This is an optimization exercise on Yosys and OpenROAD, whose aim is small area, not a production implementation. Where RTL was checked, it was by simulation tests only, not by an equivalence proof against the original. No driver is modelled on the clock port, so clocking that relies on it looks cheaper here than on a real chip. Power and IR drop assume default switching activity.

==> flow/design.v (excerpt) <==
module mwf1_rx (
    input  wire        clk,
    input  wire        rst,
    input  wire        rx_valid,
    input  wire [7:0]  rx_data,
    output wire        rx_ready,
    output wire        tx_valid,
    output wire [7:0]  tx_data,
    input  wire        tx_ready,
    output wire        pay_we,
    output wire [14:0] pay_addr,
    output wire [7:0]  pay_wdata,
    output wire        frm_valid,
    output wire [14:0] frm_len,
    input  wire        frm_ready,
    output wire [1:0]  st_phase,
    output wire [1:0]  st_rx_state
);
Settings: LEC_CHECK=0, CAP_MARGIN=0, CORE_MARGIN=2, CORE_UTILIZATION=70, PLACE_DENSITY=0.85, SLEW_MARGIN=0; clock period 5.0 ns.
standard.sh (not shown) runs the stock make flow with config.mk's settings and CLKGATE_MAP_FILE= SYNTH_SCRIPT=/design/flow/synth_recipe.tcl, a recipe that flattens the netlist after the stock synthesis.
==> flow/flow/run.sh <==
#!/bin/bash
# The standard layout (standard.sh: the standard synthesis and ORFS flow),
# with these changes to how the layout is built:
#  - synthesis maps the logic with an area-oriented ABC script (two rounds of
#    mapping with relaxed delay, with a don't-care resynthesis between)
#    (flow/abc_map.script, used in place of ORFS's abc_speed.script through a
#    copy of ORFS's scripts folder in ./orfs_scripts; nothing else in the
#    copy changes, so the registers are those of the standard synthesis);
#  - the input and output port buffers use the smallest buffer cell
#    (sky130_fd_sc_hd__buf_1);
#  - the clock tree is built from clkbuf_4 buffers without dummy loads, and
#    after CTS each clock buffer whose flip-flops would see too slow a clock
#    slew is upsized to clkbuf_8 (flow/post_cts.tcl).
# standard.sh's full output is written to standard.log in this folder; ORFS
# keeps each step's log under orfs/logs/.
set -o pipefail
rm -rf orfs_scripts
cp -r "$FLOW_HOME/scripts" orfs_scripts
cp flow/abc_map.script orfs_scripts/abc_speed.script
export SCRIPTS_DIR="$PWD/orfs_scripts"
export BUFFER_PORTS_ARGS="-buffer_cell sky130_fd_sc_hd__buf_1"
export CTS_ARGS="-sink_clustering_enable -repair_clock_nets -buf_list sky130_fd_sc_hd__clkbuf_4 -dont_use_dummy_load"
export POST_CTS_TCL="$PWD/flow/post_cts.tcl"
bash standard.sh > standard.log 2>&1
==> flow/flow/abc_map.script <==
strash
&get -n
&st
&dch -f
&nf -R 1000 -p
&put
mfs2 -a
strash
&get -n
&st
&syn2
&dch -f
&nf -R 1000 -p
&put
==> flow/flow/post_cts.tcl <==
estimate_parasitics -placement
foreach inst [get_cells -hierarchical clkbuf*] {
  if {[get_property $inst ref_name] != "sky130_fd_sc_hd__clkbuf_4"} { continue }
  set out [get_pins -of_objects $inst -filter "direction==output"]
  set worst 0
  foreach pin [get_pins -of_objects [get_nets -of_objects $out] -filter "direction==input"] {
    if {[get_property $pin name] != "CLK"} { continue }
    foreach e {rise fall} {
      set s [get_property $pin slew_max_$e]
      if {$s > $worst} { set worst $s }
    }
  }
  if {$worst > 0.112} {
    puts "upsizing [get_name $inst] to clkbuf_8 (clock pin slew $worst ns)"
    replace_cell $inst sky130_fd_sc_hd__clkbuf_8
  }
}
estimate_parasitics -placement
detailed_placement
check_placement -verbose
estimate_parasitics -placement
The starting point ran to the end with no violations.
Rerun with:
--- a/flow/design.v
+++ b/flow/design.v
@@ -117,18 +117,21 @@
     output wire [14:0] pay_addr,
     output wire [7:0]  pay_wdata,
     output wire        frm_valid,
     output wire [14:0] frm_len,
     input  wire        frm_ready,
     output wire [1:0]  st_phase,
     output wire [1:0]  st_rx_state
 );
     localparam [14:0] MAXLEN = 15'd26937;
+    localparam [1:0] PH_RECEIVE  = 2'd1;
+    localparam [1:0] PH_DISPATCH = 2'd2;
+    localparam [1:0] PH_ACK      = 2'd3;
     localparam [1:0] S_SEEK = 2'd0;
     localparam [1:0] S_LEN  = 2'd1;
     localparam [1:0] S_PAY  = 2'd2;
     localparam [1:0] S_CRC  = 2'd3;
     localparam [2:0] A_ERL0 = 3'b100, A_ERL1 = 3'b111, A_ERL2 = 3'b010;
     localparam [2:0] A_ERC0 = 3'b101, A_ERC1 = 3'b110, A_ERC2 = 3'b011;
     localparam [2:0] A_OK0  = 3'b000, A_OK1  = 3'b001;
     reg        busy;
     reg [1:0]  rx_state;
@@ -144,29 +147,24 @@
     wire recv   = !busy;
     wire rx_fire = rx_valid && recv;
     wire st_seek = (rx_state == S_SEEK);
     wire st_len  = (rx_state == S_LEN);
     wire st_pay  = (rx_state == S_PAY);
     wire st_crc  = (rx_state == S_CRC);
     wire [31:0] crc_next;
     mwf1_crc32 u_crc (.s(crc), .b(rx_data), .o(crc_next));
     wire crc_ok = (crc[31:8] == 24'h00BE26) && ((crc[7:0] ^ rx_data) == 8'hED);
-    wire [3:0]  cnt_blk_cy;
-    assign cnt_blk_cy[0] = rx_fire;
-    assign cnt_blk_cy[1] = rx_fire && (&pay_cnt[3:0]);
-    assign cnt_blk_cy[2] = rx_fire && (&pay_cnt[7:0]);
-    assign cnt_blk_cy[3] = rx_fire && (&pay_cnt[11:0]);
     reg  [14:0] cnt_inc;
     reg         cnt_cy;
     integer     k;
     always @* begin
+        cnt_cy = 1'b1;
         for (k = 0; k < 15; k = k + 1) begin
-            if (k % 4 == 0) cnt_cy = cnt_blk_cy[k / 4];
             cnt_inc[k] = pay_cnt[k] ^ cnt_cy;
             cnt_cy     = pay_cnt[k] & cnt_cy;
         end
     end
     wire        fld_last = (pay_cnt[1:0] == 2'd3);
     wire        pay_last = (cnt_inc == len_r);
     reg         len_le;
     integer     j;
     always @* begin
@@ -199,19 +197,19 @@
         if (tmr_clr) begin
             tmr    <= 16'd0;
             tmr_ge <= 1'b0;
         end else begin
             tmr    <= {tmr[14:0], ~(tmr[15] ^ tmr[12] ^ tmr[5] ^ tmr[3])};
             tmr_ge <= ge;
         end
         if (st_seek || len_end || pay_end)
             pay_cnt <= 15'd0;
-        else
+        else if (rx_fire)
             pay_cnt <= cnt_inc;
         if (rx_fire && st_len) begin
             if (pay_cnt[1:0] == 2'd0) len_r[7:0] <= rx_data;
             if (pay_cnt[1:0] == 2'd1) begin
                 len_r[14:8] <= rx_data[6:0];
                 len_ovf     <= rx_data[7];
             end else begin
                 len_ovf     <= len_ovf | (rx_data != 8'd0);
             end
After rerunning: The new run passed the timing, DRC and antenna checks. Global-route usage grows by 0.61 points. Setup slack degrades by 0.66 ns. Sequential share of layout area is lower by 0.72 points. Power went up by a quarter to a third. Via count increases by a few percent. Final area rose slightly. Routed wire length went up by a few percent. Hold slack is worse by 0.011 ns. Maximum frequency falls by about a fifth. First-iteration DRC count rose by about a fifth. Critical path depth goes up by 7. Clock-buffer cell count is unchanged. Clock power goes up by a few percent.
For the second run of this note, only the layout was checked, not whether the RTL still works.

========
== the baseline ==
The RTL this note starts from:
==> flow/design.v <==
module mwf1_crc32 (
    input  wire [31:0] s,
    input  wire [7:0]  b,
    output wire [31:0] o
);
    wire n40 = s[0] ^ b[0];
    wire n41 = s[1] ^ b[1];
    wire n42 = s[6] ^ b[6];
    wire n43 = s[3] ^ b[3];
    wire n44 = s[4] ^ b[4];
    wire n45 = s[2] ^ b[2];
    wire n46 = s[7] ^ b[7];
    wire n47 = s[5] ^ b[5];
    wire n48 = n41 ^ n46;
    wire n49 = n40 ^ n47;
    wire n50 = n43 ^ n45;
    wire n51 = n42 ^ n50;
    wire n52 = n43 ^ n44;
    wire n53 = n42 ^ n49;
    wire n54 = n40 ^ n44;
    wire n55 = n41 ^ n49;
    wire n56 = n41 ^ n45;
    wire n57 = n46 ^ n52;
    wire n58 = n44 ^ n53;
    wire n59 = n44 ^ n47;
    wire n60 = n42 ^ n48;
    wire n61 = n45 ^ n46;
    wire n62 = n42 ^ n57;
    wire n63 = n48 ^ n51;
    wire n64 = n48 ^ n52;
    wire n65 = s[8] ^ n45;
    wire n66 = s[9] ^ n40;
    wire n67 = n66 ^ n43;
    wire n68 = s[10] ^ n41;
    wire n69 = n68 ^ n54;
    wire n70 = s[11] ^ n47;
    wire n71 = n70 ^ n56;
    wire n72 = s[12] ^ n40;
    wire n73 = n72 ^ n51;
    wire n74 = s[13] ^ n64;
    wire n75 = s[14] ^ n59;
    wire n76 = s[15] ^ n53;
    wire n77 = s[16] ^ n60;
    wire n78 = s[17] ^ n46;
    wire n79 = s[18] ^ n45;
    wire n80 = s[19] ^ n43;
    wire n81 = s[20] ^ n54;
    wire n82 = s[21] ^ n55;
    wire n83 = s[22] ^ n42;
    wire n84 = n83 ^ n56;
    wire n85 = s[23] ^ n46;
    wire n86 = n85 ^ n50;
    wire n87 = s[24] ^ n50;
    wire n88 = n87 ^ n54;
    wire n89 = s[25] ^ n52;
    wire n90 = n89 ^ n55;
    wire n91 = s[26] ^ n56;
    wire n92 = n91 ^ n58;
    wire n93 = s[27] ^ n47;
    wire n94 = n93 ^ n63;
    wire n95 = s[28] ^ n62;
    wire n96 = s[29] ^ n59;
    wire n97 = n96 ^ n61;
    wire n98 = s[30] ^ n47;
    wire n99 = n98 ^ n51;
    wire n100 = s[31] ^ n62;
    wire n101 = n44 ^ n49;
    wire n102 = n101 ^ n61;
    wire n103 = n51 ^ n55;
    wire n104 = n54 ^ n63;
    wire n105 = n47 ^ n64;
    wire n106 = n48 ^ n53;
    wire n107 = n40 ^ n60;
    assign o[0] = n65;
    assign o[1] = n67;
    assign o[2] = n69;
    assign o[3] = n71;
    assign o[4] = n73;
    assign o[5] = n74;
    assign o[6] = n75;
    assign o[7] = n76;
    assign o[8] = n77;
    assign o[9] = n78;
    assign o[10] = n79;
    assign o[11] = n80;
    assign o[12] = n81;
    assign o[13] = n82;
    assign o[14] = n84;
    assign o[15] = n86;
    assign o[16] = n88;
    assign o[17] = n90;
    assign o[18] = n92;
    assign o[19] = n94;
    assign o[20] = n95;
    assign o[21] = n97;
    assign o[22] = n99;
    assign o[23] = n100;
    assign o[24] = n102;
    assign o[25] = n103;
    assign o[26] = n104;
    assign o[27] = n105;
    assign o[28] = n58;
    assign o[29] = n106;
    assign o[30] = n107;
    assign o[31] = n48;
endmodule
module mwf1_rx (
    input  wire        clk,
    input  wire        rst,
    input  wire        rx_valid,
    input  wire [7:0]  rx_data,
    output wire        rx_ready,
    output wire        tx_valid,
    output wire [7:0]  tx_data,
    input  wire        tx_ready,
    output wire        pay_we,
    output wire [14:0] pay_addr,
    output wire [7:0]  pay_wdata,
    output wire        frm_valid,
    output wire [14:0] frm_len,
    input  wire        frm_ready,
    output wire [1:0]  st_phase,
    output wire [1:0]  st_rx_state
);
    localparam [14:0] MAXLEN = 15'd26937;
    localparam [1:0] PH_RECEIVE  = 2'd1;
    localparam [1:0] PH_DISPATCH = 2'd2;
    localparam [1:0] PH_ACK      = 2'd3;
    localparam [1:0] S_SEEK = 2'd0;
    localparam [1:0] S_LEN  = 2'd1;
    localparam [1:0] S_PAY  = 2'd2;
    localparam [1:0] S_CRC  = 2'd3;
    localparam [2:0] A_ERL0 = 3'b111, A_ERL1 = 3'b000, A_ERL2 = 3'b011;
    localparam [2:0] A_ERC0 = 3'b101, A_ERC1 = 3'b100, A_ERC2 = 3'b010;
    localparam [2:0] A_OK0  = 3'b001, A_OK1  = 3'b110;
    reg [1:0]  phase;
    reg [1:0]  rx_state;
    reg        win_ne;       
    reg [1:0]  mm;           
    reg [14:0] len_r;
    reg        len_ovf;      
    reg [14:0] pay_cnt;
    reg [31:0] crc;
    reg [15:0] tmr;
    reg        tmr_ge;       
    reg [2:0]  ack;
    wire recv   = (phase == PH_RECEIVE);
    wire rx_fire = rx_valid && recv;
    wire st_seek = (rx_state == S_SEEK);
    wire st_len  = (rx_state == S_LEN);
    wire st_pay  = (rx_state == S_PAY);
    wire st_crc  = (rx_state == S_CRC);
    wire [31:0] crc_next;
    mwf1_crc32 u_crc (.s(crc), .b(rx_data), .o(crc_next));
    wire crc_ok = (crc[31:8] == 24'h00BE26) && ((crc[7:0] ^ rx_data) == 8'hED);
    reg  [14:0] cnt_inc;
    reg         cnt_cy;
    integer     k;
    always @* begin
        cnt_cy = rx_fire;
        for (k = 0; k < 15; k = k + 1) begin
            cnt_inc[k] = pay_cnt[k] ^ cnt_cy;
            cnt_cy     = pay_cnt[k] & cnt_cy;
        end
    end
    wire        fld_last = (pay_cnt[1:0] == 2'd3);
    wire        pay_last = (cnt_inc == len_r);
    reg         len_le;
    integer     j;
    always @* begin
        len_le = 1'b1;
        for (j = 0; j < 15; j = j + 1)
            len_le = MAXLEN[j] ? (!len_r[j] || len_le) : (!len_r[j] && len_le);
    end
    wire        len_ge9  = (|len_r[14:4]) || (len_r[3] && (|len_r[2:0]));
    wire        len_ok   = !len_ovf && (rx_data == 8'd0) && len_ge9 && len_le;
    wire b_m0 = (rx_data == 8'h4D);
    wire b_m1 = (rx_data == 8'h57);
    wire b_m2 = (rx_data == 8'h46);
    wire b_m3 = (rx_data == 8'h31);
    wire magic_hit = (mm == 2'd3) && b_m3;
    reg tmr_hit;
    always @* begin
        case (rx_state)
            S_SEEK:  tmr_hit = ((tmr & 16'h0109) == 16'h0101);  
            S_PAY:   tmr_hit = ((tmr & 16'h7FBE) == 16'h6320);  
            default: tmr_hit = ((tmr & 16'h4040) == 16'h4040);  
        endcase
    end
    wire ge     = tmr_ge | tmr_hit;
    wire expire = recv && !rx_valid && ge && (!st_seek || win_ne);
    wire len_end = rx_fire && st_len && fld_last;
    wire pay_end = rx_fire && st_pay && pay_last;
    wire crc_end = rx_fire && st_crc && fld_last;
    wire tmr_clr = rx_fire && (st_seek || (st_len && fld_last) || (st_pay && pay_last));
    always @(posedge clk) begin
        if (tmr_clr) begin
            tmr    <= 16'd0;
            tmr_ge <= 1'b0;
        end else begin
            tmr    <= {tmr[14:0], ~(tmr[15] ^ tmr[12] ^ tmr[5] ^ tmr[3])};
            tmr_ge <= ge;
        end
        if (st_seek || len_end || pay_end)
            pay_cnt <= 15'd0;
        else
            pay_cnt <= cnt_inc;
        if (rx_fire && st_len) begin
            if (pay_cnt[1:0] == 2'd0) len_r[7:0] <= rx_data;
            if (pay_cnt[1:0] == 2'd1) begin
                len_r[14:8] <= rx_data[6:0];
                len_ovf     <= rx_data[7];
            end else begin
                len_ovf     <= len_ovf | (rx_data != 8'd0);
            end
        end
        if (!(st_pay || st_crc))
            crc <= 32'hFFFFFFFF;
        else if (rx_fire)
            crc <= crc_next;
        if (rst) begin
            phase    <= PH_RECEIVE;
            rx_state <= S_SEEK;
            win_ne   <= 1'b0;
            mm       <= 2'd0;
        end else begin
            if (!st_seek || expire) begin
                win_ne <= 1'b0;
                mm     <= 2'd0;
            end else if (rx_fire) begin
                win_ne <= !magic_hit;
                if (b_m0)                        mm <= 2'd1;
                else if (mm == 2'd1 && b_m1)     mm <= 2'd2;
                else if (mm == 2'd2 && b_m2)     mm <= 2'd3;
                else                             mm <= 2'd0;
            end
            case (phase)
                PH_RECEIVE: begin
                    if (rx_fire) begin
                        case (rx_state)
                            S_SEEK: if (magic_hit) rx_state <= S_LEN;
                            S_LEN: if (fld_last) begin
                                if (len_ok) begin
                                    rx_state <= S_PAY;
                                end else begin
                                    rx_state <= S_SEEK;
                                    phase    <= PH_ACK;
                                    ack      <= A_ERL0;
                                end
                            end
                            S_PAY: if (pay_last) rx_state <= S_CRC;
                            default: if (fld_last) begin
                                rx_state <= S_SEEK;
                                if (crc_ok) begin
                                    phase <= PH_DISPATCH;
                                end else begin
                                    phase <= PH_ACK;
                                    ack   <= A_ERC0;
                                end
                            end
                        endcase
                    end else if (expire) begin
                        rx_state <= S_SEEK;
                    end
                end
                PH_DISPATCH: begin
                    if (frm_ready) begin
                        phase <= PH_ACK;
                        ack   <= A_OK0;
                    end
                end
                default: begin
                    if (tx_ready) begin
                        case (ack)
                            A_ERL0: ack <= A_ERL1;
                            A_ERL1: ack <= A_ERL2;
                            A_ERC0: ack <= A_ERC1;
                            A_ERC1: ack <= A_ERC2;
                            A_OK0:  ack <= A_OK1;
                            default: phase <= PH_RECEIVE;
                        endcase
                    end
                end
            endcase
        end
    end
    reg [7:0] ack_byte;
    always @* begin
        case (ack)
            A_ERL0, A_ERC0: ack_byte = 8'h45;
            A_ERL1, A_ERC1: ack_byte = 8'h52;
            A_ERL2:         ack_byte = 8'h4C;
            A_ERC2:         ack_byte = 8'h43;
            A_OK0:          ack_byte = 8'h4F;
            default:        ack_byte = 8'h4B;
        endcase
    end
    assign rx_ready    = recv;
    assign tx_valid    = (phase == PH_ACK);
    assign tx_data     = ack_byte;
    assign pay_we      = rx_fire && st_pay;
    assign pay_addr    = pay_cnt;
    assign pay_wdata   = rx_data;
    assign frm_valid   = (phase == PH_DISPATCH);
    assign frm_len     = len_r;
    assign st_phase    = phase;
    assign st_rx_state = rx_state;
endmodule
==> flow/config.mk <==
export PLATFORM = sky130hd
export DESIGN_NAME = mwf1_rx
export DESIGN_NICKNAME = mwf1_rx
export VERILOG_FILES = /design/flow/design.v
export SDC_FILE = /design/flow/constraint.sdc
export NUM_CORES = 4
export LEC_CHECK = 0
export CAP_MARGIN = 0
export CORE_MARGIN = 2
export CORE_UTILIZATION = 40
export PLACE_DENSITY = 0.6
export SLEW_MARGIN = 0
==> flow/constraint.sdc <==
create_clock -name core_clock -period 5.0 [get_ports {clk}]
set_input_delay 1.0000 -clock core_clock [delete_from_list [all_inputs] [get_ports {clk}]]
set_output_delay 1.0000 -clock core_clock [all_outputs]
set_load 0.01 [all_outputs]
==> flow/flow/run.sh <==
#!/bin/bash
# The standard layout (standard.sh: the standard synthesis and ORFS flow),
# with these changes to how the layout is built:
#  - synthesis maps the logic with an area-oriented ABC script
#    (flow/abc_map.script, used in place of ORFS's abc_speed.script through a
#    copy of ORFS's scripts folder in ./orfs_scripts; nothing else in the
#    copy changes, so the registers are those of the standard synthesis);
#  - the input and output port buffers use the smallest buffer cell
#    (sky130_fd_sc_hd__buf_1);
#  - the clock tree uses clkbuf_8 buffers and no dummy loads.
# standard.sh's full output is written to standard.log in this folder; ORFS
# keeps each step's log under orfs/logs/.
set -o pipefail
rm -rf orfs_scripts
cp -r "$FLOW_HOME/scripts" orfs_scripts
cp flow/abc_map.script orfs_scripts/abc_speed.script
export SCRIPTS_DIR="$PWD/orfs_scripts"
export BUFFER_PORTS_ARGS="-buffer_cell sky130_fd_sc_hd__buf_1"
export CTS_ARGS="-sink_clustering_enable -repair_clock_nets -buf_list sky130_fd_sc_hd__clkbuf_8 -sink_clustering_size 30 -dont_use_dummy_load"
bash standard.sh > standard.log 2>&1
==> flow/flow/abc_map.script <==
strash
&get -n
&st
&dch -f
&nf -R 1000 -p
&put
strash
&get -n
&st
&syn2
&dch -f
&nf -R 1000 -p
&put
Setup changes, the baseline to the candidate
--- a/flow/design.v
+++ b/flow/design.v
@@ -157,7 +157,7 @@
     reg         cnt_cy;
     integer     k;
     always @* begin
-        cnt_cy = rx_fire;
+        cnt_cy = 1'b1;
         for (k = 0; k < 15; k = k + 1) begin
             cnt_inc[k] = pay_cnt[k] ^ cnt_cy;
             cnt_cy     = pay_cnt[k] & cnt_cy;
@@ -203,7 +203,7 @@
         end
         if (st_seek || len_end || pay_end)
             pay_cnt <= 15'd0;
-        else
+        else if (rx_fire)
             pay_cnt <= cnt_inc;
         if (rx_fire && st_len) begin
             if (pay_cnt[1:0] == 2'd0) len_r[7:0] <= rx_data;
### Flow results
Looking at via count across the candidate and the baseline, the one that comes out lower is the baseline. The candidate ended up with nand2_1 as its most frequent standard cell in the layout excluding fill and tap cells; the baseline ended up with dfxtp_1. The combinational power reported for the candidate is smaller than that of the baseline by 52%. The candidate vs. the baseline: total stage count of the critical path has decreased; via count of the first global-routing pass now sits higher; routed wire length shrank by 140 um. Multi-input combinational area share delta (the baseline -> the candidate): insignificant.
Function was not checked in any run of this note: the RTL went through the layout flow alone.

port drivers added, routing unchanged:
How much do the figures lean on ideal ports? The routed layouts below were timed once more, with nothing changed but the port constraints.
Step 1: set_driving_cell puts a clkbuf_16 on clk and a buf_2 on each other input, an assumption about the parent block.
Step 2 times the ports against the registers' clock, not the clock port: input delays grow and output delays shrink by t, the midpoint of the rising clock arrivals with the driver on.
Slacks: no drivers / after step 1 / after step 2; pairs: no drivers / after step 1.
run | t (ns) | slack for setup (ns) | clock arrival spread, ns | worst register clock-pin slew, ns | worst slew at a driven data input, ns
the first run of note 1 | 0.449 | 1.219 / 1.221 / 0.773 | 0.032 / 0.033 | 0.11 / 0.11 | 0.03
the second run of note 1 | 0.440 | 0.562 / 0.562 / 0.562 | 0.032 / 0.032 | 0.11 / 0.11 | 0.05
the baseline | 0.371 | 0.140 / 0.147 / -0.224 | 0.024 / 0.024 | 0.09 / 0.09 | 0.05
the candidate | 0.379 | 0.365 / 0.365 / 0.365 | 0.019 / 0.019 | 0.09 / 0.09 | 0.05
Met with ideal ports but missed after step 2: setup timing in the baseline. The setup slack of the first run of note 1, which loses most, moves by +0.002 ns with the drivers and by -0.446 ns with both steps.
